This is an optimization exercise on Yosys and OpenROAD, whose aim is small area, a short achievable clock period and few clock cycles per item, not a production implementation. RTL that was checked went through simulation tests only; none was proved equivalent to the original. Function not checked in run 1: the RTL went through the layout flow alone.

### flow/run.sh
#!/bin/bash
# synth_recipe.tcl (not shown) runs the flow's synth.tcl, then flattens the netlist and writes it again
# the make line also repeats each setting of config.mk as NAME=value (left out here)
make -C /OpenROAD-flow-scripts/flow DESIGN_CONFIG=/design/flow/config.mk WORK_HOME=/design/flow/orfs CLKGATE_MAP_FILE= SYNTH_SCRIPT=/design/flow/synth_recipe.tcl finish
### flow/config.mk
export PLATFORM = sky130hd
export DESIGN_NAME = hsl_conv
export DESIGN_NICKNAME = hsl_conv
export VERILOG_FILES = /design/flow/design.v
export SDC_FILE = /design/flow/constraint.sdc
export NUM_CORES = 4
export LEC_CHECK = 0
export ABC_AREA = 1
export CAP_MARGIN = 20
export CORE_MARGIN = 2
export CORE_UTILIZATION = 40
export SLEW_MARGIN = 20
### flow/constraint.sdc
create_clock -name core_clock -period 35.0 [get_ports {clk}]
set_input_delay 7.0000 -clock core_clock [delete_from_list [all_inputs] [get_ports {clk}]]
set_output_delay 7.0000 -clock core_clock [all_outputs]
set_load 0.01 [all_outputs]
### flow/design.v
module hsl_conv (
    input  wire       clk,
    input  wire       rst,
    input  wire       in_valid,
    output wire       in_ready,
    input  wire [7:0] in_r,
    input  wire [7:0] in_g,
    input  wire [7:0] in_b,
    output reg        out_valid,
    output reg  [8:0] out_hue,
    output reg  [9:0] out_sat,
    output reg  [9:0] out_light
);
    localparam [11:0] CUT = 12'b000100100010;    
    assign in_ready = 1'b1;
    reg       v0;
    reg [7:0] r0, g0, b0;
    always @(posedge clk) begin
        if (rst) v0 <= 1'b0;
        else     v0 <= in_valid;
        r0 <= in_r;
        g0 <= in_g;
        b0 <= in_b;
    end
    wire        v_a   [0:11], v   [0:11];
    wire [8:0]  s_a   [0:11], s   [0:11];    
    wire [7:0]  d_a   [0:1],  d   [0:1];
    wire [7:0]  e_a   [0:1],  e   [0:1];
    wire [2:0]  sec_a [0:6],  sec [0:6];     
    wire [7:0]  sR_a  [1:11], sR  [1:11];    
    wire [9:0]  sNQ_a [1:11], sNQ [1:11];    
    wire [7:0]  sD_a  [1:11], sD  [1:11];    
    wire [7:0]  hR_a  [1:6],  hR  [1:6];
    wire [5:0]  hNQ_a [1:6],  hNQ [1:6];
    wire [7:0]  hD_a  [1:6],  hD  [1:6];
    wire [8:0]  hue_a [7:11], hue [7:11];
    wire rg = (r0 >= g0);
    wire rb = (r0 >= b0);
    wire gb = (g0 >= b0);
    wire maxr = rg & rb;
    wire maxg = ~maxr & gb;
    wire pos  = maxr ? gb : (maxg ? ~rb : rg);
    wire [7:0] M = maxr ? r0 : (maxg ? g0 : b0);
    wire [7:0] Y = maxr ? g0 : (maxg ? b0 : r0);
    wire [7:0] Z = maxr ? b0 : (maxg ? r0 : g0);
    wire [7:0] mid = pos ? Y : Z;
    wire [7:0] mn  = pos ? Z : Y;
    assign v_a[0]   = v0;
    assign d_a[0]   = M - mn;
    assign e_a[0]   = mid - mn;
    assign s_a[0]   = {1'b0, M} + {1'b0, mn};
    assign sec_a[0] = {maxr, maxg, pos};
    wire [8:0]  s1   = s[0];
    wire [7:0]  d1   = d[0];
    wire [7:0]  e1   = e[0];
    wire        pos1 = sec[0][0];
    wire [7:0]  D    = s1[8] ? ~s1[7:0] - 8'd1 : s1[7:0];    
    wire [17:0] Ns   = {d1, 10'd0} - {d1, 4'd0} - {d1, 3'd0} + D[7:1];
    wire [7:0]  dn   = d1 - {7'd0, ~pos1};
    wire [13:0] Nh   = {e1, 6'd0} - {e1, 2'd0} + dn[7:1];
    assign v_a[1]   = v[0];
    assign s_a[1]   = s1;
    assign d_a[1]   = d1;
    assign e_a[1]   = e1;
    assign sec_a[1] = sec[0];
    assign sR_a[1]  = Ns[17:10];
    assign sNQ_a[1] = Ns[9:0];
    assign sD_a[1]  = {D[7:1], D[0] | (D == 8'd0)};
    assign hR_a[1]  = Nh[13:6];
    assign hNQ_a[1] = Nh[5:0];
    assign hD_a[1]  = {d1[7:1], d1[0] | (d1 == 8'd0)};
    genvar k;
    generate
        for (k = 2; k <= 11; k = k + 1) begin : step
            wire [8:0] sT  = {sR[k-1], sNQ[k-1][9]};
            wire [8:0] sDf = sT - {1'b0, sD[k-1]};
            wire       sge = ~sDf[8];
            assign sR_a[k]  = sge ? sDf[7:0] : sT[7:0];
            assign sNQ_a[k] = {sNQ[k-1][8:0], sge};
            assign sD_a[k]  = sD[k-1];
            assign v_a[k]   = v[k-1];
            assign s_a[k]   = s[k-1];
            if (k <= 7) begin : h
                wire [8:0] hT  = {hR[k-1], hNQ[k-1][5]};
                wire [8:0] hDf = hT - {1'b0, hD[k-1]};
                wire       hge = ~hDf[8];
                wire [7:0] hRn = hge ? hDf[7:0] : hT[7:0];
                wire [5:0] hNn = {hNQ[k-1][4:0], hge};
                wire [2:0] sc  = sec[k-1];
                if (k < 7) begin : mid_
                    assign hR_a[k]  = hRn;
                    assign hNQ_a[k] = hNn;
                    assign hD_a[k]  = hD[k-1];
                    assign sec_a[k] = sc;
                end else begin : last
                    wire [8:0] base = sc[2] ? (sc[0] ? 9'd0 : 9'd360)
                                            : (sc[1] ? 9'd120 : 9'd240);
                    wire [8:0] hsum = sc[0] ? base + {3'd0, hNn} : base - {3'd0, hNn};
                    assign hue_a[k] = (hsum == 9'd360) ? 9'd0 : hsum;
                end
            end else begin : hp
                assign hue_a[k] = hue[k-1];
            end
        end
        for (k = 0; k <= 11; k = k + 1) begin : pipe
            if (CUT[k]) begin : r
                reg v_q;
                always @(posedge clk) begin
                    if (rst) v_q <= 1'b0;
                    else     v_q <= v_a[k];
                end
                assign v[k] = v_q;
            end else begin : w
                assign v[k] = v_a[k];
            end
            if (CUT[k]) begin : rs
                reg [8:0] q;
                always @(posedge clk) q <= s_a[k];
                assign s[k] = q;
            end else begin : ws
                assign s[k] = s_a[k];
            end
            if (k <= 1) begin : de
                if (CUT[k]) begin : r
                    reg [7:0] dq, eq;
                    always @(posedge clk) begin dq <= d_a[k]; eq <= e_a[k]; end
                    assign d[k] = dq; assign e[k] = eq;
                end else begin : w
                    assign d[k] = d_a[k]; assign e[k] = e_a[k];
                end
            end
            if (k <= 6) begin : sc
                if (CUT[k]) begin : r
                    reg [2:0] q;
                    always @(posedge clk) q <= sec_a[k];
                    assign sec[k] = q;
                end else begin : w
                    assign sec[k] = sec_a[k];
                end
            end
            if (k >= 1) begin : sd
                if (CUT[k]) begin : r
                    reg [7:0] rq, dq;
                    reg [9:0] nq;
                    always @(posedge clk) begin rq <= sR_a[k]; nq <= sNQ_a[k]; dq <= sD_a[k]; end
                    assign sR[k] = rq; assign sNQ[k] = nq; assign sD[k] = dq;
                end else begin : w
                    assign sR[k] = sR_a[k]; assign sNQ[k] = sNQ_a[k]; assign sD[k] = sD_a[k];
                end
            end
            if (k >= 1 && k <= 6) begin : hd
                if (CUT[k]) begin : r
                    reg [7:0] rq, dq;
                    reg [5:0] nq;
                    always @(posedge clk) begin rq <= hR_a[k]; nq <= hNQ_a[k]; dq <= hD_a[k]; end
                    assign hR[k] = rq; assign hNQ[k] = nq; assign hD[k] = dq;
                end else begin : w
                    assign hR[k] = hR_a[k]; assign hNQ[k] = hNQ_a[k]; assign hD[k] = hD_a[k];
                end
            end
            if (k >= 7) begin : hu
                if (CUT[k] && k < 11) begin : r
                    reg [8:0] q;
                    always @(posedge clk) q <= hue_a[k];
                    assign hue[k] = q;
                end else begin : w
                    assign hue[k] = hue_a[k];
                end
            end
        end
    endgenerate
    wire [8:0]  sl = s_a[11];
    wire [17:0] lt = {sl, 8'd0} + {sl, 6'd0} + sl + 18'd4136;
    wire [9:0]  light = {sl, 1'b0} - lt[17:13];
    always @(posedge clk) begin
        if (rst) out_valid <= 1'b0;
        else     out_valid <= v_a[11];
        out_hue   <= hue_a[11];
        out_sat   <= sNQ_a[11];
        out_light <= light;
    end
endmodule
==> results of run 1 <==
==> final cells by class <==
cell class / instances / area [sq um]
fillers: 3916 / 21700
multi-input cells: 1508 / 10300
flip-flops and latches: 219 / 4380
inverters: 336 / 1260
clock buffers: 31 / 709
well taps: 525 / 657
repair buffers: 58 / 576
clock inverters: 17 / 201
==> Yosys cell counts, types with 3 or more instances <==
master,n,area [sq um]
nand2_1,408,1530
inv_1,333,1250
ha_1,243,3040
dfxtp_1,219,4380
a21oi_1,139,696
nand3_1,125,626
o21ai_0,124,621
xor2_1,104,911
nor2_1,76,285
xnor2_1,41,359
o211ai_1,26,195
fa_1,25,500
nand2_2,21,131
o21ai_2,20,175
nand3_2,19,190
nand4_1,17,106
o21ai_1,14,70.1
a31oi_1,13,81.3
a21o_1,12,90.1
nand3b_1,10,75.1
clkbuf_1,9,33.8
nand2_4,8,90.1
buf_2,7,35.0
o21bai_1,7,52.6
a211oi_1,4,30.0
buf_4,4,30.0
nor3_1,4,20.0
nor4_1,4,25.0
or2_1,4,25.0
and2_1,3,18.8
nand3_4,3,52.6
o21a_1,3,22.5
or2_2,3,18.8
==> metrics by stage <==
step	worst slack, ps	instances	hold slack [ps]	cell area [sq um]
after detailed placement	27170	2646	312	17200
after floorplan	27670	2087	310	16100
after CTS	26560	2694	325	18100
after global placement	27180	2646	311	17200
final	26610	2694	323	18100
after global routing	26530	2694	331	18100
==> state kept, by name (all words and copies together) (netlist names), 10 cells and up <==
| signal | cells |
|---|---|
| pipe.sd.r.nq | 29 |
| pipe.rs.q | 27 |
| pipe.sd.r.rq | 24 |
| pipe.sd.r.dq | 22 |
| pipe.hd.r.dq | 16 |
| pipe.hd.r.rq | 16 |
| pipe.hd.r.nq | 12 |
| out_light | 10 |
| out_sat | 10 |
==> worst paths after layout <==
kind / startpoint / end / depth (start not counted)
hold / removal: pipe[1].rs.q[4] / pipe[5].rs.q[4] / 0
setup reg to reg: g0[0] / pipe[1].hd.r.rq[5] / 29
setup / recovery: out_sat[8] / out_sat[8] / 1
hold reg to reg: pipe[1].rs.q[4] / pipe[5].rs.q[4] / 0
==> routing by layer <==
| metal | wire, microns | share of wire [%] | GRT usage (%) |
|---|---|---|---|
| met5 | 0 | 0 | 0 |
| met4 | 920 | 2.7 | 5.49 |
| met3 | 1020 | 3.0 | 2.12 |
| met2 | 16300 | 48 | 30.3 |
| met1 | 15900 | 47 | 20.5 |
==> kinds of logic after synthesis <==
logic type / Yosys count / synth area share [%]
flip-flops: 219 / 27.3
adder cells (fa/ha/maj): 268 / 22.0
XOR/XNOR: 145 / 7.90
AND/OR/NAND/NOR: 716 / 20.5
AO/OA/AOI/OAI: 377 / 13.5
multiplexers: 1 / 0.0700
other: 1 / 0.0233
buffers and inverters: 360 / 8.75
==> results by group, run 1 <==
Setup path
  – Crit. End Element: primary output
  – Crit path kind: flop to primary output
  – Buffers & Inverters on Critical Path: 1
  – Crit-path max cell delay: 540 ps
  – Critical-path cell list: clkdlybuf4s50_1
  – CP top delay family: buffers and inverters
  – WP data arrival: 1390 ps
  – Crit path launch type: flop
  – Setup slack, reg-to-reg: 27340 ps
  – Worst path slowest cell: clkdlybuf4s50_1
  – Worst Path Required: 28000 ps
  – CP Max Fanout: 1

STA
  – Max transition margin: 39.6%
  – Clk_skew: 10.1 ps
  – Final Critical Period: 8390 ps
  – Final Hold Viols: 0
  – Fin crit share: 24.0%
  – RSZ-0062 raised after global routing: false
  – Total negative slack: 0 ps
  – Final Slew Violations: 0
  – Final setup fails: 0
  – Slew @ Worst Pin: 897 ps
  – Peak clock frequency supported by timing: 119 MHz

CTS
  – Hold Buf Count CTS: 0
  – CTS clk-pin slew, worst paths: 60 ps
  – CTS Buf Count: 26
  – Clock Tree Buf Depth: 3
  – Post-CTS sizing: 0
  – Later-pin clock latency in the skew report: 550 ps
  – H-tree levels: 1
  – Post-CTS Setup Bufs: 0
  – CTS tree: yes
  – Root buf cell: clkbuf_16
  – Sink Count: 219

Detailed routing
  – Post-Route WL: 34.1 mm
  – Vias per cell: 4.86
  – Via count: 13100
  – Antenna-violating nets left: 0
  – First DRT Iteration DRCs: 599
  – Wire per inst: 12.7 microns
  – DRC viols: 0
  – Detailed Routing Iterations Pass 1: 7

Yosys
  – Syn. warnings: 1
  – Synthesized flop and latch total: 219
  – Syn nets: 2382
  – Ys flop type: dfxtp_1
  – Post-synth EDFFs: 0
  – Avg Cell Area, Syn: 7.71 sq um
  – Gate Count Post-Synth: 2087
  – Asr flop ratio synth: 0%
  – Sequential area share after synthesis: 27.3%
  – Library cells used by synthesis: 57
  – Synthesized area: 16100 sq um

GRT
  – Vias in the first global route: 12800
  – Initial antenna violation count: 0
  – GRT Overall Usage: 16.8%
  – Largest net degree at the start of global routing: 48
  – First-pass GRT wire length: 58.6 mm
  – Grt ovf: 0

Outcome
  – Status: complete, no violations

Hold path
  – Worst hold-check path type: flop to flop

Placement
  – Post-DP HPWL: 28.1 mm
  – Routability cong.: 0.848
  – IO buf count: 56

Die
  – CORE AREA: 39700 sq um
  – Die Height: 205 microns
  – IO Pins: 58
  – Die Area: 41800 sq um
  – Die width: 205 microns
  – Initial Util: 40.5%
  – Rows: 73

Finish
  – Final Net Count: 2444
  – # diodes: 0
  – Commonest non-fill, non-tap cell in the layout: nand2_1
  – Most frequent cells in the layout: 408 x nand2_1, 333 x inv_1, 243 x ha_1
  – Area added between synthesis and finish: 12.4%
  – Share of cells above drive strength 1: 6.22%
  – Final design utilization: 45.5%

Run
  – Max Cap Viol: 0
==> run 2, diff against run 1 <==
--- a/flow/design.v
+++ b/flow/design.v
@@ -13,3 +13,3 @@
 );
-    localparam [11:0] CUT = 12'b000100100010;    
+    localparam [11:0] CUT = 12'b000010001001;    
     assign in_ready = 1'b1;
==> run 2 against run 1 <==
Still clean on timing, DRC and antenna. Die area down 6.6%. Worst hold slack improved by 6.7 ps. Critical path type is now flop to flop.
==> results by group, run 2 <==
Die
  – IO Pins: 58
  – Die Area: 39100 sq um
  – Die width: 198 microns
  – Die Height: 198 microns
  – Rows: 70
  – Initial Util: 40.8%
  – CORE AREA: 36800 sq um

Finish
  – Largest regs: pipe.rs.q x27, pipe.sd.r.nq x20, pipe.sd.r.rq x16
  – Commonest non-fill, non-tap cell in the layout: nand2_1
  – Area added between synthesis and finish: 11.1%
  – Most flop-heavy register: pipe.rs.q
  – Most frequent cells in the layout: 376 x nand2_1, 323 x inv_1, 240 x ha_1
  – # diodes: 0
  – Max FFs per register: 27
  – Final Net Count: 2359
  – Share of cells above drive strength 1: 5.24%

CTS
  – Post-CTS sizing: 0
  – Sink Count: 185
  – CTS clk-pin slew, worst paths: 70 ps
  – Clock Tree Buf Depth: 2
  – CTS tree: yes
  – Root buf cell: clkbuf_16
  – Hold Buf Count CTS: 0
  – Later-pin clock latency in the skew report: 460 ps
  – H-tree levels: 4
  – Post-CTS Setup Bufs: 0
  – CTS Buf Count: 17

Setup path
  – Worst R2R Start: pipe[3].hd.r.nq[5]
  – Worst path slowest cell: fa_1
  – Worst r2r path cells: 52
  – WP data arrival: 8840 ps
  – Crit path kind: flop to flop
  – Crit-path max cell delay: 490 ps
  – CP Max Fanout: 15
  – Worst Path Required: 35340 ps
  – Crit path launch type: flop
  – Crit. End Element: flop
  – Most frequent CP cell: nand3_1
  – Setup slack, reg-to-reg: 26510 ps
  – R2R Path End: pipe[7].hu.r.q[5]

Yosys
  – Ys flop type: dfxtp_1
  – Syn nets: 2309
  – Avg Cell Area, Syn: 7.44 sq um
  – Post-synth EDFFs: 0
  – Asr flop ratio synth: 0%
  – Most numerous cell in the Yosys netlist: nand2_1
  – Most common library cells after synthesis: 377 x nand2_1, 323 x inv_1, 240 x ha_1
  – Yosys top cell area share: 24.7%
  – Library cells used by synthesis: 55
  – Sequential area share after synthesis: 24.7%
  – Syn. warnings: 1
  – Gate Count Post-Synth: 2017
  – Synthesized flop and latch total: 185
  – Synth top area cells: dfxtp_1 25%, ha_1 20%, nand2_1 9.4%, inv_1 8.1%, xor2_1 5.7%
  – Cell taking the most area after synthesis: dfxtp_1
  – Synthesized area: 15000 sq um

Hold path
  – Hold path cells: 0
  – Hold endpoint: out_hue[8]
  – Worst hold-check path type: flop to flop
  – Hold path start: pipe[7].hu.r.q[8]

Placement
  – IO buf count: 56
  – Pre-CTS WS: 26580 ps
  – Routability cong.: 0.878
  – Post-DP HPWL: 26.7 mm

STA
  – Worst setup margin: 26510 ps
  – Total negative slack: 0 ps
  – Clk_skew: 19.8 ps
  – Final Critical Period: 8490 ps
  – Slew @ Worst Pin: 752 ps
  – Max transition margin: 49.2%
  – Fin crit share: 24.3%
  – Final Hold Viols: 0
  – Final setup fails: 0
  – RSZ-0062 raised after global routing: false
  – Final Slew Violations: 0
  – Peak clock frequency supported by timing: 118 MHz

Detailed routing
  – Wire per inst: 12.6 microns
  – Detailed Routing Iterations Pass 1: 5
  – Via count: 12500
  – Vias per cell: 4.92
  – Antenna-violating nets left: 0
  – Post-Route WL: 32.2 mm
  – DRC viols: 0
  – First DRT Iteration DRCs: 505

GRT
  – Initial antenna violation count: 0
  – Largest net degree at the start of global routing: 51
  – Grt ovf: 0
  – Vias in the first global route: 12100
  – GRT Overall Usage: 17.3%
  – First-pass GRT wire length: 55.4 mm

Run
  – Max Cap Viol: 0

Outcome
  – Status: complete, no violations
run 2: layout make-up:
cell class	instances	area, sq um
sequential	185	3700
inverter	330	1240
tap	468	586
clock buffer	17	425
multi-input combinational	1476	9950
fill	3696	20100
timing repair buffer	57	568
clock inverter	15	191
run 2: cells by family after synthesis:
logic type	count (synthesis)	synth area share [%]
buffers and inverters	356	9.07
muxes	2	0.150
DFF	185	24.7
xor gates and xnor gates	138	8.11
AOI/OAI and AO/OA	390	14.7
and+or+nand+nor	680	19.9
adders and majority gates	265	23.4
other	1	0.0250
run 2: how the worst max path moves through the flow:
stage                            start           endpoint  slack (ps)  depth (start not counted)
global route        pipe[3].hd.r.nq[5]  pipe[7].hu.r.q[5]       25530                         52
CTS                 pipe[3].hd.r.nq[5]  pipe[7].hu.r.q[5]       26540                         51
floorplan           pipe[3].hd.r.nq[5]  pipe[7].hu.r.q[5]       27150                         53
global placement    pipe[3].hd.r.nq[5]  pipe[7].hu.r.q[5]       26880                         52
detailed placement  pipe[3].hd.r.nq[5]  pipe[7].hu.r.q[5]       26580                         51
finish              pipe[3].hd.r.nq[5]  pipe[7].hu.r.q[5]       26510                         52
run 2: worst max-delay path, delay by kind of cell, from the launching register on:
family,cells,cell delay (ps)
simple gates,28,2690
fa+ha+maj,7,2560
compound gates,9,1660
buf+inv,6,800
flops,1,330
xor+xnor,2,330
run 2: per-stage QoR:
stage	hold slack [ps]	instance area (sq um)	utilization, %	cells
final	330	16700	45.3	2548
after global routing	334	16700	45.3	2548
after CTS	330	16700	45.3	2548
after detailed placement	312	16000	43.6	2516
after global placement	311	16000	43.6	2516
after floorplan	310	15000	-	2017
run 2: per-layer routing:
metal	vias to the layer above	wire [microns]	share of wire, %	global-route usage, %
li1	6707	-	-	-
met1	5612	15700	49	22.4
met2	181	14800	46	29.8
met3	35	1020	3.2	2.29
met4	0	604	1.9	5.35
met5	-	0	0	0
Testbench counts of run 2, summed over its fixed seeds: cycles 8,040, items 8,000.
==> run 3, diff against run 2 <==
==> flow/flow/run.sh (new file) <==
#!/bin/bash
# The standard layout (the standard.sh: ORFS synthesis through finish),
# with the port buffers that ORFS inserts at global placement made plain
# buf_2 cells instead of the default delay-cell buffers.
set -euo pipefail
bash standard.sh BUFFER_PORTS_ARGS="-buffer_cell sky130_fd_sc_hd__buf_2" finish > make_finish.log 2>&1
==> flow/standard.sh (new file) <==
#!/bin/bash
# synth_recipe.tcl (not shown) runs the flow's synth.tcl, then flattens the netlist and writes it again
# the make line also repeats each setting of config.mk as NAME=value (left out here)
make -C /OpenROAD-flow-scripts/flow DESIGN_CONFIG=/design/flow/config.mk WORK_HOME=/design/flow/orfs CLKGATE_MAP_FILE= SYNTH_SCRIPT=/design/flow/synth_recipe.tcl "${@:-finish}"
removed: flow/run.sh
==> run 3 against run 2 <==
Setup slack better by 90 ps. Global-route usage is 0.22 points higher. Critical path type unchanged. Sequential share of layout area is 0.33 points higher. Critical path depth is 1 higher. Core utilization is 0.66 points lower. Count of clock-buffer cells in the layout stayed put. Register-to-register slack better by 90 ps. Worst hold slack worse by 4.8 ps.
==> results by group, run 3 <==
STA
  – Total negative slack: 0 ps
  – Max transition margin: 39.4%
  – Peak clock frequency supported by timing: 119 MHz
  – Hold Worst Slack: 325 ps
  – Slew @ Worst Pin: 898 ps
  – Final Slew Violations: 0
  – RSZ-0062 raised after global routing: false
  – Final Hold Viols: 0
  – Clk_skew: 11.9 ps
  – Fin crit share: 24.0%
  – Final Critical Period: 8400 ps
  – Final setup fails: 0

Yosys
  – Avg Cell Area, Syn: 7.44 sq um
  – Synthesized area: 15000 sq um
  – Ys flop type: dfxtp_1
  – Synth top area cells: dfxtp_1 25%, ha_1 20%, nand2_1 9.4%, inv_1 8.1%, xor2_1 5.7%
  – Most common library cells after synthesis: 377 x nand2_1, 323 x inv_1, 240 x ha_1
  – Sequential area share after synthesis: 24.7%
  – Yosys top cell area share: 24.7%
  – Synthesized flop and latch total: 185
  – Asr flop ratio synth: 0%
  – Library cells used by synthesis: 55
  – Cell taking the most area after synthesis: dfxtp_1
  – Post-synth EDFFs: 0
  – Syn. warnings: 1
  – Most numerous cell in the Yosys netlist: nand2_1
  – Gate Count Post-Synth: 2017
  – Syn nets: 2309

Finish
  – # diodes: 0
  – Commonest non-fill, non-tap cell in the layout: nand2_1
  – Most frequent cells in the layout: 376 x nand2_1, 323 x inv_1, 240 x ha_1
  – Area added between synthesis and finish: 9.48%
  – Largest regs: pipe.rs.q x27, pipe.sd.r.nq x20, pipe.sd.r.rq x16
  – Fin area: 16400 sq um
  – Most flop-heavy register: pipe.rs.q
  – Final Net Count: 2359
  – Max FFs per register: 27
  – Share of cells above drive strength 1: 7.93%

GRT
  – Initial antenna violation count: 0
  – Vias in the first global route: 12100
  – First-pass GRT wire length: 55.8 mm
  – Largest net degree at the start of global routing: 51
  – Grt ovf: 0
  – GRT Overall Usage: 17.5%

Detailed routing
  – Antenna-violating nets left: 0
  – First DRT Iteration DRCs: 537
  – Wire per inst: 12.7 microns
  – Post-Route WL: 32.5 mm
  – DRC viols: 0
  – Detailed Routing Iterations Pass 1: 5
  – Vias per cell: 4.90
  – Via count: 12500

CTS
  – CTS clk-pin slew, worst paths: 80 ps
  – Clock Tree Buf Depth: 2
  – Sink Count: 185
  – Root buf cell: clkbuf_16
  – Hold Buf Count CTS: 0
  – Post-CTS sizing: 0
  – H-tree levels: 4
  – Post-CTS Setup Bufs: 0
  – CTS tree: yes
  – CTS Buf Count: 17
  – Later-pin clock latency in the skew report: 460 ps

Setup path
  – Crit path launch type: flop
  – Worst r2r path cells: 53
  – Buffers & Inverters on Critical Path: 6
  – Crit path kind: flop to flop
  – Worst path slowest cell: fa_1
  – WP depth: 53
  – Crit-path max cell delay: 490 ps
  – Crit. End Element: flop
  – CP Max Fanout: 15
  – Worst Path Required: 35350 ps
  – CP top delay family: simple AND/OR/NAND/NOR gates
  – WP data arrival: 8760 ps

Outcome
  – Status: complete, no violations

Die
  – IO Pins: 58
  – CORE AREA: 36800 sq um
  – Die Area: 39100 sq um
  – Die width: 198 microns
  – Initial Util: 40.8%
  – Die Height: 198 microns
  – Rows: 70

Placement
  – Post-DP HPWL: 26.6 mm
  – IO buf count: 56
  – Placed Area: 15800 sq um
  – Routability cong.: 0.859

Run
  – Max Cap Viol: 0

Hold path
  – Worst hold-check path type: flop to flop
  – Hold path cells: 0
[run 3: final timing paths]
path,startpoint,end,slack (ps)
max,pipe[3].hd.r.nq[5],pipe[7].hu.r.q[8],26600
max reg2reg,pipe[3].hd.r.nq[5],pipe[7].hu.r.q[8],26600
min,pipe[3].sd.r.nq[2],pipe[7].sd.r.nq[6],330
min reg2reg,pipe[3].sd.r.nq[2],pipe[7].sd.r.nq[6],330
[run 3: logic make-up (layout without fill, tap and decap cells)]
family | after synthesis | in the layout | synth area share, %
buffers and inverters | 356 | 419 | 9.07
xor gates and xnor gates | 138 | 138 | 8.11
AOI/OAI and AO/OA | 390 | 390 | 14.7
muxes | 2 | 2 | 0.150
adders and majority gates | 265 | 265 | 23.4
and+or+nand+nor | 680 | 680 | 19.9
other | 1 | 1 | 0.0250
DFF | 185 | 185 | 24.7
[run 3: stage by stage]
step	worst slack, ps	utilization (%)	cells
finish	26600	44.6	2548
global route	25670	44.6	2548
CTS	26610	44.6	2548
detailed placement	26660	42.8	2516
global placement	26890	42.8	2516
floorplan	27150	-	2017
[run 3: final cells by class]
class,count,area [sq um]
Timing Repair Buffer,57,288
Clock inverter,15,229
Multi-Input combinational cell,1476,9950
Sequential cell,185,3700
Clock buffer,17,425
Tap cell,468,586
Inverter,330,1240
Fill cell,3783,20400
[run 3: layer usage]
layer	track usage (%)	part of all wire [%]	vias up	routed length [microns]
met5	0	0	-	0
met4	6.15	2.1	0	685
met3	2.32	2.4	34	784
met2	29.4	45	145	14700
met1	23.0	50	5588	16400
li1	-	-	6719	-
==> run 4, diff against run 3 <==
--- a/flow/design.v
+++ b/flow/design.v
@@ -25,3 +25,4 @@
     wire        v_a   [0:11], v   [0:11];
-    wire [8:0]  s_a   [0:11], s   [0:11];    
+    wire [8:0]  s_a   [0:0],  s   [0:0];     
+    wire [1:0]  lf_a  [1:11], lf  [1:11];    
     wire [7:0]  d_a   [0:1],  d   [0:1];
@@ -35,3 +36,3 @@
     wire [7:0]  hD_a  [1:6],  hD  [1:6];
-    wire [8:0]  hue_a [7:11], hue [7:11];
+    wire [8:0]  hue_a [7:11], hue [7:11];    
     wire rg = (r0 >= g0);
@@ -61,3 +62,3 @@
     assign v_a[1]   = v[0];
-    assign s_a[1]   = s1;
+    assign lf_a[1]  = {s1[8], D == 8'd0};
     assign d_a[1]   = d1;
@@ -81,3 +82,3 @@
             assign v_a[k]   = v[k-1];
-            assign s_a[k]   = s[k-1];
+            assign lf_a[k]  = lf[k-1];
             if (k <= 7) begin : h
@@ -95,6 +96,3 @@
                 end else begin : last
-                    wire [8:0] base = sc[2] ? (sc[0] ? 9'd0 : 9'd360)
-                                            : (sc[1] ? 9'd120 : 9'd240);
-                    wire [8:0] hsum = sc[0] ? base + {3'd0, hNn} : base - {3'd0, hNn};
-                    assign hue_a[k] = (hsum == 9'd360) ? 9'd0 : hsum;
+                    assign hue_a[k] = {sc, hNn};    
                 end
@@ -115,8 +113,18 @@
             end
-            if (CUT[k]) begin : rs
-                reg [8:0] q;
-                always @(posedge clk) q <= s_a[k];
-                assign s[k] = q;
-            end else begin : ws
-                assign s[k] = s_a[k];
+            if (k == 0) begin : s0
+                if (CUT[k]) begin : r
+                    reg [8:0] q;
+                    always @(posedge clk) q <= s_a[k];
+                    assign s[k] = q;
+                end else begin : w
+                    assign s[k] = s_a[k];
+                end
+            end else begin : lg
+                if (CUT[k]) begin : r
+                    reg [1:0] q;
+                    always @(posedge clk) q <= lf_a[k];
+                    assign lf[k] = q;
+                end else begin : w
+                    assign lf[k] = lf_a[k];
+                end
             end
@@ -145,3 +153,10 @@
                     always @(posedge clk) begin rq <= sR_a[k]; nq <= sNQ_a[k]; dq <= sD_a[k]; end
-                    assign sR[k] = rq; assign sNQ[k] = nq; assign sD[k] = dq;
+                    assign sR[k] = rq; assign sD[k] = dq;
+                    if (k <= 8) begin : rb
+                        wire [9:0] msk = 10'b0000000111 << (k - 1);
+                        wire [9:0] ins = {7'd0, dq[3:1]} << (k - 1);
+                        assign sNQ[k] = (nq & ~msk) | ins;
+                    end else begin : kb
+                        assign sNQ[k] = nq;
+                    end
                 end else begin : w
@@ -171,5 +186,12 @@
     endgenerate
-    wire [8:0]  sl = s_a[11];
-    wire [17:0] lt = {sl, 8'd0} + {sl, 6'd0} + sl + 18'd4136;
-    wire [9:0]  light = {sl, 1'b0} - lt[17:13];
+    wire [1:0]  lfe = lf_a[11];
+    wire [7:0]  Dl  = {sD_a[11][7:1], sD_a[11][0] & ~lfe[0]};    
+    wire [16:0] lt  = {Dl, 8'd0} + {Dl, 6'd0} + Dl + 17'd4136;
+    wire [9:0]  L   = {1'b0, Dl, 1'b0} - lt[16:13];
+    wire [9:0]  light = lfe[1] ? 10'd1000 - L : L;
+    wire [2:0] sc   = hue_a[11][8:6];
+    wire [5:0] hq   = hue_a[11][5:0];
+    wire [8:0] base = sc[2] ? (sc[0] ? 9'd0 : 9'd360) : (sc[1] ? 9'd120 : 9'd240);
+    wire [8:0] hsum = sc[0] ? base + {3'd0, hq} : base - {3'd0, hq};
+    wire [8:0] hue_o = (hsum == 9'd360) ? 9'd0 : hsum;
     always @(posedge clk) begin
@@ -177,3 +199,3 @@
         else     out_valid <= v_a[11];
-        out_hue   <= hue_a[11];
+        out_hue   <= hue_o;
         out_sat   <= sNQ_a[11];
==> run 4 against run 3 <==
Critical path depth down 52. Critical endpoint is now out_hue[5]. Sequential share of layout area is 1.8 points lower. First-iteration DRC count is 9.9% higher. Fmax increased by 6.5%. Cell area down 0.68%. Cell count is 1.7% higher. Routed wire length is 4.3% higher. Non-clock buffer count unchanged. Highest routed layer unchanged. Die area about the same.
==> results by group, run 4 <==
Outcome
  – Status: complete, no violations

CTS
  – H-tree levels: 4
  – CTS tree: yes
  – CTS Buf Count: 17
  – Sink Count: 169
  – Hold Buf Count CTS: 0
  – Post-CTS sizing: 0
  – Root buf cell: clkbuf_16
  – CTS clk-pin slew, worst paths: 70 ps
  – Later-pin clock latency in the skew report: 450 ps
  – Post-CTS Setup Bufs: 0
  – Clock Tree Buf Depth: 2

Detailed routing
  – Vias per cell: 4.95
  – Post-Route WL: 33.9 mm
  – Detailed Routing Iterations Pass 1: 5
  – Wire per inst: 13.1 microns
  – DRC viols: 0
  – Via count: 12800
  – Antenna-violating nets left: 0
  – First DRT Iteration DRCs: 590

STA
  – Final setup fails: 0
  – Final Hold Viols: 0
  – Peak clock frequency supported by timing: 127 MHz
  – Final Slew Violations: 0
  – RSZ-0062 raised after global routing: false
  – Total negative slack: 0 ps
  – Final Critical Period: 7890 ps
  – Fin crit share: 22.6%
  – Clk_skew: 11.8 ps
  – Slew @ Worst Pin: 876 ps
  – Max transition margin: 41.5%
  – Hold Worst Slack: 323 ps

Die
  – Initial Util: 40.7%
  – Die Area: 39000 sq um
  – Die Height: 198 microns
  – Rows: 70
  – CORE AREA: 36800 sq um
  – IO Pins: 58
  – Die width: 198 microns

GRT
  – Initial antenna violation count: 0
  – Largest net degree at the start of global routing: 51
  – GRT Overall Usage: 18.1%
  – Vias in the first global route: 12300
  – First-pass GRT wire length: 57.6 mm
  – Grt ovf: 0

Placement
  – Post-DP HPWL: 27.7 mm
  – IO buf count: 56
  – Routability cong.: 0.892

Run
  – Max Cap Viol: 0

Finish
  – # diodes: 0
  – Commonest non-fill, non-tap cell in the layout: nand2_1
  – Largest regs: pipe.sd.r.nq x18, pipe.sd.r.rq x16, pipe.sd.r.dq x12
  – Most flop-heavy register: pipe.sd.r.nq
  – Share of cells above drive strength 1: 7.06%
  – Most frequent cells in the layout: 444 x nand2_1, 309 x inv_1, 242 x ha_1
  – Final Net Count: 2405
  – Max FFs per register: 18
  – Area added between synthesis and finish: 8.83%

Yosys
  – Gate Count Post-Synth: 2061
  – Synth top area cells: dfxtp_1 23%, ha_1 20%, nand2_1 11%, inv_1 7.7%, xor2_1 6.6%
  – Post-synth EDFFs: 0
  – Sequential area share after synthesis: 22.6%
  – Asr flop ratio synth: 0%
  – Library cells used by synthesis: 48
  – Most numerous cell in the Yosys netlist: nand2_1
  – Syn. warnings: 1
  – Cell taking the most area after synthesis: dfxtp_1
  – Synthesized flop and latch total: 169
  – Ys flop type: dfxtp_1
  – Syn nets: 2354
  – Synthesized area: 15000 sq um
  – Most common library cells after synthesis: 444 x nand2_1, 309 x inv_1, 242 x ha_1
  – Yosys top cell area share: 22.6%
  – Avg Cell Area, Syn: 7.27 sq um

Setup path
  – Crit path kind: flop to primary output
  – Crit-path max cell delay: 320 ps
  – WP data arrival: 890 ps
  – Buffers & Inverters on Critical Path: 1
  – CP Max Fanout: 1
  – Worst Path Required: 28000 ps
  – Crit path launch type: flop
  – Critical-path cell list: buf_2
  – Crit. End Element: primary output
  – CP top delay family: flip-flops
  – Worst path slowest cell: dfxtp_1

Hold path
  – Worst hold-check path type: flop to flop
-- run 4: cell count changes after synthesis, moves of 5 or more --
cell     before  now
o21ai_0     112  144
nand2_2      28   19
nand3_1      97  122
inv_2         7    0
xnor2_1      40   35
inv_1       323  309
dfxtp_1     185  169
nor2_1      116   88
or2_2         2   10
a21oi_1     158  149
o31ai_1       4    9
xor2_1       97  113
o21ai_1      28    8
nand2_1     377  444
-- run 4: layer usage --
| metal | part of all wire, % | up-vias | GRT usage (%) |
|---|---|---|---|
| li1 | - | 6873 | - |
| met1 | 47 | 5756 | 22.3 |
| met2 | 49 | 181 | 33.2 |
| met3 | 2.7 | 28 | 2.73 |
| met4 | 1.3 | 0 | 4.07 |
| met5 | 0 | - | 0 |
-- run 4: kinds of logic (layout without fill, tap and decap cells) --
family | after synthesis | in the layout | share of synthesized area, %
other | 1 | 1 | 0.0250
DFF | 169 | 169 | 22.6
muxes | 2 | 2 | 0.150
adders and majority gates | 266 | 266 | 23.4
and+or+nand+nor | 746 | 746 | 21.7
buffers and inverters | 336 | 399 | 8.71
xor gates and xnor gates | 148 | 148 | 8.65
AOI/OAI and AO/OA | 393 | 393 | 14.8
-- run 4: through the flow --
stage	worst slack [ps]	cells	utilization, %	area, sq um
global placement	27420	2561	42.7	15700
floorplan	27670	2061	-	15000
finish	27110	2592	44.3	16300
CTS	27070	2592	44.3	16300
global route	26340	2592	44.3	16300
detailed placement	27310	2561	42.7	15700
-- run 4: worst paths after layout --
| kind | endpoint | start | slack (ps) | cells after the start |
|---|---|---|---|---|
| max | out_hue[5] | out_hue[5] | 27110 | 1 |
| min | pipe[7].hu.r.q[7] | pipe[3].sc.r.q[1] | 320 | 0 |
| max reg2reg | out_sat[0] | pipe[7].sd.r.nq[6] | 27320 | 39 |
| min reg2reg | pipe[7].hu.r.q[7] | pipe[3].sc.r.q[1] | 320 | 0 |
-- run 4: area by class of cell --
type                            instances  area, sq um
Clock buffer                           17          425
Clock inverter                         14          160
Fill cell                            3788        20500
Inverter                              311         1170
Multi-Input combinational cell       1556        10300
Sequential cell                       169         3380
Tap cell                              468          586
Timing Repair Buffer                   57          288
Testbench counts of run 4, summed over its fixed seeds: cycles 8,040, items 8,000.
==> run 5, diff against run 4 <==
--- a/flow/design.v
+++ b/flow/design.v
@@ -37,2 +37,14 @@
     wire [8:0]  hue_a [7:11], hue [7:11];    
+    function [8:0] add8(input [7:0] a, input [7:0] b, input ci);
+        integer i;
+        reg c;
+        begin
+            c = ci;
+            for (i = 0; i < 8; i = i + 1) begin
+                add8[i] = a[i] ^ b[i] ^ c;
+                c = (a[i] & b[i]) | ((a[i] | b[i]) & c);
+            end
+            add8[8] = c;
+        end
+    endfunction
     wire rg = (r0 >= g0);
@@ -48,6 +60,9 @@
     wire [7:0] mn  = pos ? Z : Y;
+    wire [8:0] xd = add8(M, ~mn, 1'b1);
+    wire [8:0] xe = add8(mid, ~mn, 1'b1);
+    wire [8:0] xs = add8(M, mn, 1'b0);
     assign v_a[0]   = v0;
-    assign d_a[0]   = M - mn;
-    assign e_a[0]   = mid - mn;
-    assign s_a[0]   = {1'b0, M} + {1'b0, mn};
+    assign d_a[0]   = xd[7:0];
+    assign e_a[0]   = xe[7:0];
+    assign s_a[0]   = xs;
     assign sec_a[0] = {maxr, maxg, pos};
@@ -76,5 +91,12 @@
             wire [8:0] sT  = {sR[k-1], sNQ[k-1][9]};
-            wire [8:0] sDf = sT - {1'b0, sD[k-1]};
-            wire       sge = ~sDf[8];
-            assign sR_a[k]  = sge ? sDf[7:0] : sT[7:0];
+            wire [7:0] sDv = sD[k-1];
+            reg  [8:0] sb;                        
+            integer j;
+            always @(*) begin
+                sb[0] = 1'b0;
+                for (j = 0; j < 8; j = j + 1)
+                    sb[j+1] = (~sT[j] & sDv[j]) | ((~sT[j] | sDv[j]) & sb[j]);
+            end
+            wire       sge = sT[8] | ~sb[8];      
+            assign sR_a[k]  = sT[7:0] ^ ({8{sge}} & (sDv ^ sb[7:0]));
             assign sNQ_a[k] = {sNQ[k-1][8:0], sge};
@@ -85,5 +107,12 @@
                 wire [8:0] hT  = {hR[k-1], hNQ[k-1][5]};
-                wire [8:0] hDf = hT - {1'b0, hD[k-1]};
-                wire       hge = ~hDf[8];
-                wire [7:0] hRn = hge ? hDf[7:0] : hT[7:0];
+                wire [7:0] hDv = hD[k-1];
+                reg  [8:0] hb;                    
+                integer j;
+                always @(*) begin
+                    hb[0] = 1'b0;
+                    for (j = 0; j < 8; j = j + 1)
+                        hb[j+1] = (~hT[j] & hDv[j]) | ((~hT[j] | hDv[j]) & hb[j]);
+                end
+                wire       hge = hT[8] | ~hb[8];  
+                wire [7:0] hRn = hT[7:0] ^ ({8{hge}} & (hDv ^ hb[7:0]));
                 wire [5:0] hNn = {hNQ[k-1][4:0], hge};
--- a/flow/config.mk
+++ b/flow/config.mk
@@ -11,2 +11,3 @@
 export CORE_UTILIZATION = 40
+export CTS_BUF_LIST = sky130_fd_sc_hd__clkbuf_8
 export SLEW_MARGIN = 20
==> run 5 against run 4 <==
Setup slack lost 31 ps. Non-clock buffer count grew 3. Core utilization is 0.40 points lower. Synthesized cell count down 9.9%. Count of clock-buffer cells in the layout up 2. Via count is 15% lower. Highest routed layer unchanged. Fmax down 0.39%. Still clean on timing, DRC and antenna.
==> results by group, run 5 <==
Setup path
  – WP data arrival: 920 ps
  – Crit path kind: flop to primary output
  – Worst Path Required: 28000 ps
  – WP depth: 1
  – CP top delay family: flip-flops
  – Worst r2r path cells: 48
  – Setup slack, reg-to-reg: 27940 ps
  – Critical-path cell list: buf_2
  – CP Max Fanout: 1
  – Worst R2R Start: pipe[0].s0.r.q[0]
  – Crit path launch type: flop
  – Crit. End Element: primary output
  – R2R Path End: pipe[3].sd.r.rq[6]
  – Worst path slowest cell: dfxtp_1
  – Buffers & Inverters on Critical Path: 1
  – Crit-path max cell delay: 320 ps

Die
  – Initial Util: 40.9%
  – IO Pins: 58
  – Die Area: 33900 sq um
  – Die Height: 184 microns
  – Rows: 65
  – CORE AREA: 31700 sq um
  – Die width: 184 microns

Yosys
  – Synthesized area: 13000 sq um
  – Library cells used by synthesis: 54
  – Yosys top cell area share: 26.1%
  – Syn nets: 2003
  – Synthesized flop and latch total: 169
  – Gate Count Post-Synth: 1856
  – Post-synth EDFFs: 0
  – Syn. warnings: 1
  – Ys flop type: dfxtp_1
  – Asr flop ratio synth: 0%
  – Most common library cells after synthesis: 515 x nand2_1, 301 x inv_1, 169 x dfxtp_1
  – Avg Cell Area, Syn: 6.99 sq um
  – Most numerous cell in the Yosys netlist: nand2_1
  – Cell taking the most area after synthesis: dfxtp_1
  – Synth top area cells: dfxtp_1 26%, nand2_1 15%, ha_1 9.1%, inv_1 8.7%, xor2_1 8.6%
  – Sequential area share after synthesis: 26.1%

Finish
  – Largest regs: pipe.sd.r.nq x18, pipe.sd.r.rq x16, pipe.sd.r.dq x12
  – Most flop-heavy register: pipe.sd.r.nq
  – Share of cells above drive strength 1: 9.90%
  – Max FFs per register: 18
  – Most frequent cells in the layout: 515 x nand2_1, 304 x inv_1, 169 x dfxtp_1
  – Area added between synthesis and finish: 7.42%
  – Final Non-Filler Cells: 2312
  – Commonest non-fill, non-tap cell in the layout: nand2_1
  – Final Net Count: 2044
  – # diodes: 0

GRT
  – GRT Overall Usage: 16.4%
  – Grt ovf: 0
  – Vias in the first global route: 9956
  – Largest net degree at the start of global routing: 44
  – First-pass GRT wire length: 45.7 mm
  – Initial antenna violation count: 0

STA
  – Peak clock frequency supported by timing: 126 MHz
  – Final setup fails: 0
  – Slew @ Worst Pin: 789 ps
  – Total negative slack: 0 ps
  – Max transition margin: 46.8%
  – Final Critical Period: 7920 ps
  – Final Hold Viols: 0
  – Final Slew Violations: 0
  – Clk_skew: 19.9 ps
  – RSZ-0062 raised after global routing: false
  – Fin crit share: 22.6%

Placement
  – Routability cong.: 0.848
  – Post-DP HPWL: 21.1 mm
  – IO buf count: 56
  – Placed Cells: 2280

CTS
  – H-tree levels: 4
  – Root buf cell: clkbuf_8
  – CTS tree: yes
  – CTS clk-pin slew, worst paths: 100 ps
  – CTS Buf Count: 17
  – Later-pin clock latency in the skew report: 490 ps
  – Post-CTS sizing: 0
  – Hold Buf Count CTS: 0
  – Post-CTS Setup Bufs: 0
  – Sink Count: 169
  – Clock Tree Buf Depth: 2

Detailed routing
  – DRC viols: 0
  – Via count: 10900
  – Wire per inst: 11.3 microns
  – Vias per cell: 4.70
  – Antenna-violating nets left: 0
  – Post-Route WL: 26.1 mm
  – Detailed Routing Iterations Pass 1: 5
  – First DRT Iteration DRCs: 368

Outcome
  – Status: complete, no violations

Hold path
  – Worst hold-check path type: flop to flop
  – Hold path start: pipe[3].sc.r.q[1]
  – Hold path cells: 0
  – Hold endpoint: pipe[7].hu.r.q[7]

Run
  – Max Cap Viol: 0
[run 5: worst max-delay path by stage]
stage	startpoint	end	slack (ps)
finish	out_hue[2]	out_hue[2]	27080
global route	out_hue[3]	out_hue[3]	26990
CTS	out_hue[2]	out_hue[2]	27020
detailed placement	out_hue[7]	out_hue[7]	27580
global placement	out_hue[5]	out_hue[5]	27600
floorplan	out_hue[0]	out_hue[0]	27670
[run 5: layout make-up]
cell class | count | area [sq um]
Fill cell | 3275 | 17800
Clock inverter | 13 | 130
Tap cell | 402 | 503
Inverter | 308 | 1160
Timing Repair Buffer | 60 | 310
Sequential cell | 169 | 3380
Clock buffer | 19 | 262
Multi-Input combinational cell | 1341 | 8190
[run 5: logic make-up after synthesis]
kind of cell,after synthesis,share of synthesized area [%]
fa+ha+maj,120,13.1
xor+xnor,158,10.9
other cells,1,0.0289
buf+inv,346,10.8
flops,169,26.1
compound gates,208,9.58
simple gates,854,29.6
[run 5: through the flow]
stage | cell area (sq um) | utilization, % | setup slack [ps] | hold slack, ps
CTS | 13900 | 43.9 | 27020 | 325
finish | 13900 | 43.9 | 27080 | 326
detailed placement | 13500 | 42.7 | 27580 | 312
global route | 13900 | 43.9 | 26990 | 337
floorplan | 13000 | - | 27670 | 310
global placement | 13500 | 42.7 | 27600 | 311
[run 5: layer usage]
metal	GRT usage, %	up-vias	wire, microns
li1	-	5912	-
met1	19.9	4819	12300
met2	29.6	113	12800
met3	2.79	33	628
met4	4.45	0	464
met5	0	-	0
Testbench counts of run 5, summed over its fixed seeds: cycles 8,040, items 8,000.
==> run 6, diff against run 5 <==
--- a/flow/config.mk
+++ b/flow/config.mk
@@ -11,3 +11,2 @@
 export CORE_UTILIZATION = 40
-export CTS_BUF_LIST = sky130_fd_sc_hd__clkbuf_8
 export SLEW_MARGIN = 20
==> run 6 against run 5 <==
Fmax increased by 0.65%. Register-to-register slack about the same. Critical path type unchanged. Still clean. Count of clock-buffer cells in the layout increased by 3. Worst hold slack got worse by 3.5 ps.
==> results by group, run 6 <==
Outcome
  – Status: complete, no violations

Finish
  – Most frequent cells in the layout: 515 x nand2_1, 301 x inv_1, 169 x dfxtp_1
  – Area added between synthesis and finish: 8.89%
  – Share of cells above drive strength 1: 9.90%
  – Final Non-Filler Cells: 2312
  – Final Net Count: 2044
  – Largest regs: pipe.sd.r.nq x18, pipe.sd.r.rq x16, pipe.sd.r.dq x12
  – # diodes: 0
  – Commonest non-fill, non-tap cell in the layout: nand2_1
  – Most flop-heavy register: pipe.sd.r.nq
  – Max FFs per register: 18

Yosys
  – Cell taking the most area after synthesis: dfxtp_1
  – Most common library cells after synthesis: 515 x nand2_1, 301 x inv_1, 169 x dfxtp_1
  – Xor-xnor portion of the synthesized cell area: 10.9%
  – Library cells used by synthesis: 54
  – Synthesized area: 13000 sq um
  – Synthesized flop and latch total: 169
  – Syn. warnings: 1
  – Sequential area share after synthesis: 26.1%
  – Ys flop type: dfxtp_1
  – Post-synth EDFFs: 0
  – Simple-Gate Fraction of Synth Area: 29.6%
  – Syn nets: 2003
  – Asr flop ratio synth: 0%
  – Adder-Cell Fraction of Synth Area: 13.1%
  – Yosys top cell area share: 26.1%
  – Most numerous cell in the Yosys netlist: nand2_1
  – Gate Count Post-Synth: 1856
  – Multiplexer area fraction after synthesis: 0%
  – Synth top area cells: dfxtp_1 26%, nand2_1 15%, ha_1 9.1%, inv_1 8.7%, xor2_1 8.6%
  – Avg Cell Area, Syn: 6.99 sq um
  – Synth Area in Compound Gates: 9.58%
  – Largest family of logic cells by synthesized area: simple AND/OR/NAND/NOR gates

Setup path
  – WP data arrival: 870 ps
  – Buffers & Inverters on Critical Path: 1
  – Worst Path Required: 28000 ps
  – Worst path slowest cell: dfxtp_1
  – Crit path kind: flop to primary output
  – Worst r2r path cells: 48
  – R2R Path End: pipe[3].sd.r.rq[6]
  – CP startpoint: out_light[3]
  – Crit path launch type: flop
  – Setup slack, reg-to-reg: 27950 ps
  – CP top delay family: flip-flops
  – Critical-path cell list: buf_2
  – CP Max Fanout: 1
  – Crit-path max cell delay: 320 ps
  – WP depth: 1
  – Crit. End Element: primary output
  – Worst R2R Start: pipe[0].s0.r.q[0]

Detailed routing
  – Via count: 10900
  – Wire per inst: 11.4 microns
  – DRC viols: 0
  – Detailed Routing Iterations Pass 1: 5
  – First DRT Iteration DRCs: 424
  – Vias per cell: 4.71
  – Antenna-violating nets left: 0
  – Post-Route WL: 26.3 mm

STA
  – Peak clock frequency supported by timing: 127 MHz
  – Clk_skew: 15.1 ps
  – RSZ-0062 raised after global routing: false
  – Final Slew Violations: 0
  – Final Critical Period: 7870 ps
  – Final setup fails: 0
  – Max transition margin: 44.4%
  – Total negative slack: 0 ps
  – Fin crit share: 22.5%
  – Slew @ Worst Pin: 825 ps
  – Final Hold Viols: 0

Hold path
  – Hold path cells: 0
  – Hold path start: pipe[3].sc.r.q[1]
  – Worst hold-check path type: flop to flop
  – Hold endpoint: pipe[7].hu.r.q[7]

CTS
  – CTS clk-pin slew, worst paths: 70 ps
  – Post-CTS sizing: 0
  – CTS tree: yes
  – Root buf cell: clkbuf_16
  – CTS Buf Count: 17
  – Sink Count: 169
  – Later-pin clock latency in the skew report: 440 ps
  – H-tree levels: 4
  – Post-CTS Setup Bufs: 0
  – Clock Tree Buf Depth: 2
  – Hold Buf Count CTS: 0

Die
  – Initial Util: 40.9%
  – Die width: 184 microns
  – CORE AREA: 31700 sq um
  – Rows: 65
  – Die Height: 184 microns
  – IO Pins: 58
  – Die Area: 33900 sq um

Run
  – Max Cap Viol: 0

GRT
  – Vias in the first global route: 9992
  – Largest net degree at the start of global routing: 44
  – Initial antenna violation count: 0
  – Grt ovf: 0
  – GRT Overall Usage: 16.5%
  – First-pass GRT wire length: 45.9 mm

Placement
  – Routability cong.: 0.848
  – IO buf count: 56
  – Post-DP HPWL: 21.1 mm
  – Placed Cells: 2280
run 6: changes by cell type in the layout (fill, tap and decap cells not counted), sizes merged:
cell	change
clkbuf	+3
inv	-3
run 6: metrics by stage:
step                hold slack (ps)  utilization (%)  worst slack, ps  cell area [sq um]
CTS                             324             44.5            27090              14100
detailed placement              312             42.7            27580              13500
finish                          322             44.5            27130              14100
global placement                311             42.7            27600              13500
floorplan                       310                -            27670              13000
global route                    331             44.5            27060              14100
run 6: worst max-delay path by stage:
| stage | to | slack (ps) |
|---|---|---|
| final | out_light[3] | 27130 |
| after global routing | out_hue[3] | 27060 |
| after CTS | out_hue[2] | 27090 |
| after detailed placement | out_hue[7] | 27580 |
| after global placement | out_hue[5] | 27600 |
| after floorplan | out_hue[0] | 27670 |
run 6: metal layers:
metal / vias to the layer above / global-route usage [%] / part of all wire [%]
met3: 29 / 2.73 / 2.4
met4: 0 / 4.64 / 1.6
met2: 116 / 29.9 / 49
met1: 4829 / 20.0 / 47
met5: - / 0 / 0
li1: 5917 / - / -
run 6: area by class of cell:
type                    count  area (sq um)
well taps                 402           503
fillers                  3246         17600
inverters                 308          1160
clock buffers              22           464
repair buffers             60           310
flip-flops and latches    169          3380
multi-input cells        1341          8190
clock inverters            10           119
run 6: kinds of logic (layout without fill, tap and decap cells):
kind of cell | Yosys count | in the layout
buf+inv | 346 | 400
flops | 169 | 169
simple gates | 854 | 854
xor+xnor | 158 | 158
other cells | 1 | 1
compound gates | 208 | 208
fa+ha+maj | 120 | 120
==> run 7, diff against run 6 <==
--- a/flow/design.v
+++ b/flow/design.v
@@ -13,3 +13,3 @@
 );
-    localparam [11:0] CUT = 12'b000010001001;    
+    localparam [11:0] CUT = 12'b000010000101;    
     assign in_ready = 1'b1;
@@ -53,9 +53,12 @@
     wire maxr = rg & rb;
-    wire maxg = ~maxr & gb;
+    wire maxg = ~rg & gb;
+    wire maxb = ~rb & ~gb;
+    wire minr = ~rg & ~rb;
+    wire ming = rg & ~gb;
+    wire minb = rb & gb;
     wire pos  = maxr ? gb : (maxg ? ~rb : rg);
-    wire [7:0] M = maxr ? r0 : (maxg ? g0 : b0);
-    wire [7:0] Y = maxr ? g0 : (maxg ? b0 : r0);
-    wire [7:0] Z = maxr ? b0 : (maxg ? r0 : g0);
-    wire [7:0] mid = pos ? Y : Z;
-    wire [7:0] mn  = pos ? Z : Y;
+    wire [7:0] M   = ({8{maxr}} & r0) | ({8{maxg}} & g0) | ({8{maxb}} & b0);
+    wire [7:0] mn  = ({8{minr}} & r0) | ({8{ming}} & g0) | ({8{minb}} & b0);
+    wire [7:0] mid = ({8{~maxr & ~minr}} & r0) | ({8{~maxg & ~ming}} & g0)
+                   | ({8{~maxb & ~minb}} & b0);
     wire [8:0] xd = add8(M, ~mn, 1'b1);
--- a/flow/config.mk
+++ b/flow/config.mk
@@ -11,2 +11,3 @@
 export CORE_UTILIZATION = 40
+export CTS_BUF_LIST = sky130_fd_sc_hd__clkbuf_8
 export SLEW_MARGIN = 20
==> run 7 against run 6 <==
First-iteration DRC count down 4.7%. Synthesized cell count down 3.3%. Core utilization down 0.98 points. Highest routed layer unchanged.
==> results by group, run 7 <==
Detailed routing
  – Antenna-violating nets left: 0
  – Wire per inst: 11.4 microns
  – DRC viols: 0
  – First DRT Iteration DRCs: 404
  – Post-Route WL: 25.7 mm
  – Vias per cell: 4.70
  – Via count: 10600
  – Detailed Routing Iterations Pass 1: 5

STA
  – Max transition margin: 61.4%
  – Final Critical Period: 7930 ps
  – Final Hold Viols: 0
  – Fin crit share: 22.6%
  – Slew @ Worst Pin: 579 ps
  – Clk_skew: 19.0 ps
  – Final setup fails: 0
  – RSZ-0062 raised after global routing: false
  – Total negative slack: 0 ps
  – Final Slew Violations: 0
  – Peak clock frequency supported by timing: 126 MHz

Setup path
  – Buffers & Inverters on Critical Path: 1
  – Crit-path max cell delay: 320 ps
  – Worst Path Required: 28000 ps
  – CP top delay family: flip-flops
  – CP Max Fanout: 1
  – Crit path kind: flop to primary output
  – Crit. End Element: primary output
  – Worst path slowest cell: dfxtp_1
  – WP data arrival: 930 ps
  – Critical-path cell list: buf_2
  – Crit path launch type: flop

Yosys
  – Post-synth EDFFs: 0
  – Library cells used by synthesis: 48
  – Most numerous cell in the Yosys netlist: nand2_1
  – Asr flop ratio synth: 0%
  – Xor-xnor portion of the synthesized cell area: 11.2%
  – Sequential area share after synthesis: 26.6%
  – Simple-Gate Fraction of Synth Area: 31.1%
  – Synth Area in Compound Gates: 7.19%
  – Most common library cells after synthesis: 513 x nand2_1, 253 x inv_1, 191 x nand3_1
  – Gate Count Post-Synth: 1794
  – Largest family of logic cells by synthesized area: simple AND/OR/NAND/NOR gates
  – Yosys top cell area share: 26.6%
  – Syn. warnings: 1
  – Cell taking the most area after synthesis: dfxtp_1
  – Synth top area cells: dfxtp_1 27%, nand2_1 15%, ha_1 9.8%, xor2_1 9.0%, nand3_1 7.5%
  – Syn nets: 1947
  – Avg Cell Area, Syn: 7.09 sq um
  – Multiplexer area fraction after synthesis: 0%
  – Adder-Cell Fraction of Synth Area: 13.9%
  – Synthesized flop and latch total: 169
  – Ys flop type: dfxtp_1
  – Synthesized area: 12700 sq um

CTS
  – H-tree levels: 4
  – Root buf cell: clkbuf_8
  – Post-CTS Setup Bufs: 0
  – Post-CTS sizing: 0
  – Clock Tree Buf Depth: 2
  – CTS tree: yes
  – Hold Buf Count CTS: 0
  – CTS clk-pin slew, worst paths: 110 ps
  – Sink Count: 169
  – Later-pin clock latency in the skew report: 490 ps
  – CTS Buf Count: 17

Die
  – Rows: 65
  – Die Height: 182 microns
  – Die width: 182 microns
  – CORE AREA: 31400 sq um
  – Initial Util: 40.5%
  – Die Area: 33200 sq um
  – IO Pins: 58

Placement
  – Placed Area: 13300 sq um
  – Routability cong.: 0.825
  – Post-DP HPWL: 20.9 mm
  – IO buf count: 56

Finish
  – Commonest non-fill, non-tap cell in the layout: nand2_1
  – Share of cells above drive strength 1: 10.7%
  – Final Net Count: 1985
  – Area added between synthesis and finish: 7.53%
  – Fin area: 13700 sq um
  – Largest regs: pipe.sd.r.nq x18, pipe.sd.r.rq x16, pipe.sd.r.dq x12
  – Fillers: 3242
  – Max FFs per register: 18
  – # diodes: 0
  – Most frequent cells in the layout: 513 x nand2_1, 253 x inv_1, 191 x nand3_1
  – Most flop-heavy register: pipe.sd.r.nq

GRT
  – First-pass GRT wire length: 45.1 mm
  – Vias in the first global route: 10000
  – GRT Overall Usage: 16.3%
  – Grt ovf: 0
  – Initial antenna violation count: 0
  – Largest net degree at the start of global routing: 19

Outcome
  – Status: complete, no violations

Hold path
  – Worst hold-check path type: flop to flop

Run
  – Max Cap Viol: 0
## run 7: final timing paths
kind                       from            endpoint  slack, ps  depth (start not counted)
max                  out_sat[3]          out_sat[3]      27070                          1
min          pipe[2].sd.r.nq[4]  pipe[7].sd.r.nq[9]        330                          0
max reg2reg   pipe[0].s0.r.q[0]  pipe[2].sd.r.rq[7]      28370                         38
min reg2reg  pipe[2].sd.r.nq[4]  pipe[7].sd.r.nq[9]        330                          0
## run 7: cell families after synthesis
family / after synthesis
buffers and inverters: 306
other: 1
AND/OR/NAND/NOR: 879
adder cells (fa/ha/maj): 126
AO/OA/AOI/OAI: 150
XOR/XNOR: 163
flip-flops: 169
## run 7: area by class of cell
type / count / area, sq um / share of cell area, %
Clock buffer: 17 / 234 / 1.71
Clock inverter: 15 / 180 / 1.32
Inverter: 268 / 1010 / 7.42
Multi-Input combinational cell: 1319 / 8070 / 59.0
Sequential cell: 169 / 3380 / 24.7
Tap cell: 402 / 503 / 3.68
Timing Repair Buffer: 57 / 288 / 2.10
## run 7: metrics by stage
step | util [%] | hold slack [ps] | setup WS [ps] | cells
6_report | 43.6 | 331 | 27070 | 2247
5_1_grt | 43.6 | 333 | 27000 | 2247
4_1_cts | 43.6 | 326 | 27030 | 2247
3_5_place_dp | 42.2 | 312 | 27590 | 2215
3_3_place_gp | 42.2 | 311 | 27580 | 2215
2_1_floorplan | - | 310 | 27670 | 1794
## run 7: layer usage
metal	GRT usage, %	vias up	part of all wire [%]
li1	-	5711	-
met1	19.9	4693	47
met2	29.7	126	49
met3	2.61	22	2.9
met4	4.26	0	1.3
met5	0	-	0
Testbench counts of run 7, summed over its fixed seeds: cycles 8,040, items 8,000.

## re-timing with driven ports
The results above use ideal ports. As a check the final layouts listed here were re-extracted and re-timed, cells and wires unchanged. Step 1, drivers: a clkbuf_16 drives clk and a buf_2 each remaining input, both assumed. Step 2, shift: input delay + t, output delay - t, t = (earliest + latest rising clock arrival at the registers) / 2. This alone moves slack from input paths to output paths. Slacks: ideal / step 1 / step 2; pairs: ideal / step 1.
run	t, ns	setup slack, ns	clock arrival spread, ns	worst register clock-pin slew, ns	pins driven straight from the clock port
run 1	0.595	26.607 / 26.558 / 27.153	0.013 / 0.013	0.06 / 0.06	1
run 2	0.503	26.506 / 26.506 / 26.506	0.020 / 0.020	0.08 / 0.08	1
run 3	0.510	26.596 / 26.596 / 26.596	0.013 / 0.013	0.09 / 0.09	1
run 4	0.497	27.106 / 27.054 / 27.325	0.014 / 0.013	0.07 / 0.07	1
run 5	0.520	27.076 / 27.032 / 27.552	0.021 / 0.021	0.10 / 0.10	1
run 6	0.481	27.127 / 27.078 / 27.560	0.015 / 0.015	0.07 / 0.07	1
run 7	0.518	27.074 / 27.033 / 27.551	0.021 / 0.021	0.11 / 0.11	1
After both steps every run listed still meets setup and hold.
